This design comes from an exercise in tuning for small area, a short achievable clock period and few clock cycles on the open sky130 flow, not from production work.
The RTL was checked by simulation tests, not by an equivalence proof against the original design.
Power figures rest on the tool's default switching activity, not on a simulated workload.

Design dab_fv, start of the top module:
module dab_fv (
    input  wire        clk,
    input  wire        rst,           
    input  wire        req_valid,
    output wire        req_ready,
    input  wire [31:0] req_cw,
    input  wire [63:0] req_opa,
    input  wire [63:0] req_opb,
    output reg         rsp_valid,
    output reg  [3:0]  rsp_status,
    output reg  [63:0] rsp_res
);
==> flow/config.mk <==
export PLATFORM = sky130hd
export DESIGN_NAME = dab_fv
export DESIGN_NICKNAME = dab_fv
export VERILOG_FILES = /design/flow/design.v
export SDC_FILE = /design/flow/constraint.sdc
export NUM_CORES = 4
export LEC_CHECK = 0
export CAP_MARGIN = 30
export CELL_PAD_IN_SITES_DETAIL_PLACEMENT = 1
export CELL_PAD_IN_SITES_GLOBAL_PLACEMENT = 2
export CORE_MARGIN = 2
export CORE_UTILIZATION = 20
export CTS_CLUSTER_DIAMETER = 100
export CTS_CLUSTER_SIZE = 20
export PLACE_DENSITY = 0.45
export SLEW_MARGIN = 40
==> flow/constraint.sdc <==
create_clock -name core_clock -period 12.0 [get_ports {clk}]
set_input_delay 2.4000 -clock core_clock [delete_from_list [all_inputs] [get_ports {clk}]]
set_output_delay 2.4000 -clock core_clock [all_outputs]
set_load 0.01 [all_outputs]
standard.sh (not shown) runs the stock make flow with config.mk's settings and CLKGATE_MAP_FILE= SYNTH_SCRIPT=/design/flow/synth_recipe.tcl, a recipe that flattens the netlist after the stock synthesis.
==> flow/flow/run.sh <==
#!/bin/bash
set -euo pipefail
bash standard.sh SETUP_SLACK_MARGIN=8 finish > layout.log 2>&1
Testbench counts at the start, summed over its fixed seeds: cycles 4,569.
Next try:
--- a/flow/design.v
+++ b/flow/design.v
@@ -154,28 +154,32 @@
     reg  [5:0]  q_wamt;          
     reg  [9:0]  q_plen;
     reg  [10:0] q_pend;          
     reg         q_phc, q_pcfgd;
     reg  [2:0]  q_mpad;          
     reg  [3:0]  q_mq;            
     genvar gk;
     wire [10:0] wr_end  = {1'b0, bbwr} + {4'd0, q_cw[6:0]};
     wire        e_cmd   = q_valid & (op_left == 4'd0);
     wire        wr_ok   = e_cmd & q_cmd[C_WR] & ~q_wbad & ~q_wovf;
     wire        bb_zero = rst_q | (e_cmd & q_cmd[C_BRST]);
-    wire [10:0] i_sum   = {1'b0, req_opa[9:0]} + {1'b0, req_opb[9:0]};
-    wire        i_rbad  = (|req_opa[63:10]) | (|req_opb[63:10]) |
-                          (bb_zero ? (i_sum != 11'd0) : wr_ok ? (i_sum > wr_end) : (i_sum > {1'b0, bbwr}));
-    wire [10:0] i_wend0 = {1'b0, bbwr} + {4'd0, iw[6:0]};
-    wire [10:0] i_wend1 = wr_end + {4'd0, iw[6:0]};
-    wire        i_wovf  = ~bb_zero & (wr_ok ? (i_wend1 > 11'd512) : (i_wend0 > 11'd512));
+    wire [10:0] nx_bbwr = bb_zero ? 11'd0 : wr_ok ? wr_end : {1'b0, bbwr};
+    wire [10:0] nx_free = 11'd512 - nx_bbwr;
+    wire [10:0] cs_a    = {1'b0, req_opa[9:0]};
+    wire [10:0] cs_b    = {1'b0, req_opb[9:0]};
+    wire [10:0] cs_c    = ~nx_bbwr;
+    wire [10:0] cs_s    = cs_a ^ cs_b ^ cs_c;
+    wire [11:0] cs_y    = {(cs_a & cs_b) | (cs_a & cs_c) | (cs_b & cs_c), 1'b0};
+    wire [12:0] cs_t    = {2'b00, cs_s} + {1'b0, cs_y};
+    wire        i_rbad  = (|req_opa[63:10]) | (|req_opb[63:10]) | (cs_t[12:11] != 2'b00);
+    wire        i_wovf  = {4'd0, iw[6:0]} > nx_free;
     wire [2:0]  i_sid   = iw[2:0];
     wire        i_fwd   = q_valid & q_cmd[C_MCFG] & (q_cw[7:3] == 5'd0) &
                           ~(q_cw[8] & (q_opa[2:0] != 3'd0)) & (q_cw[2:0] == i_sid);
     wire [9:0]  i_plen  = rst_q ? 10'd0 : i_fwd ? (q_opa_hi ? 10'd1023 : q_opa[9:0]) : sc_plen[i_sid];
     wire        i_phc   = ~rst_q & (i_fwd ? q_cw[8] : sc_hc[i_sid]);
     wire        i_pcfgd = ~rst_q & (i_fwd | sc_cfgd[i_sid]);
     wire [6:0]  i_mn    = i_plen[9:3] + 7'd2;                
     wire [2:0]  i_mpad  = 3'd0 - i_mn[2:0];
     always @(posedge clk) begin
         q_valid  <= take;
         q_wamt   <= bb_zero ? 6'd0 - iw[5:0]
Effect: Setup slack improves by 0.56 ns; sequential power is about the same; total power is lower by 0.93%; hold slack improves by 0.012 ns; via count is lower by 0.51%; non-clock buffer count is higher by 40; design area barely changes; routed wire length is lower by 0.39%; synthesized cell count is lower by 0.78%; final cell count barely changes.
Testbench counts after the change, summed over its fixed seeds: cycles 4,569.

[separate check: timing with driven ports]
The results above use ideal ports. As a check the final layouts listed here were re-extracted and re-timed, cells and wires unchanged.
Step 1 sets driving cells, clkbuf_16 on the clock port and buf_2 on the other inputs (assumed; they add their load-dependent delay and slew).
Step 2 adds t to the input delays and takes it off the output delays; t is the mean of the earliest and latest rising clock arrival at the registers after step 1. Input paths then give back, and output paths get back, about the clock's delay inside the block.
Three values: ideal ports, drivers, drivers and shift; two values: the first two.
| run | t (ns) | slack for setup (ns) | hold WS [ns] | worst slew at a driven data input, ns | cell pins on the clock port's net |
|---|---|---|---|---|---|
| the first run | 1.040 | 7.319 / 7.406 / 6.367 | 0.308 / 0.308 / 0.308 | 0.11 | 1 |
| the second run | 1.028 | 7.878 / 7.949 / 6.921 | 0.320 / 0.320 / 0.320 | 0.07 | 1 |
After both steps every run listed still meets setup and hold. For the second run, which loses most, drivers alone change the setup slack by +0.071 ns; drivers and shift together by -0.957 ns.
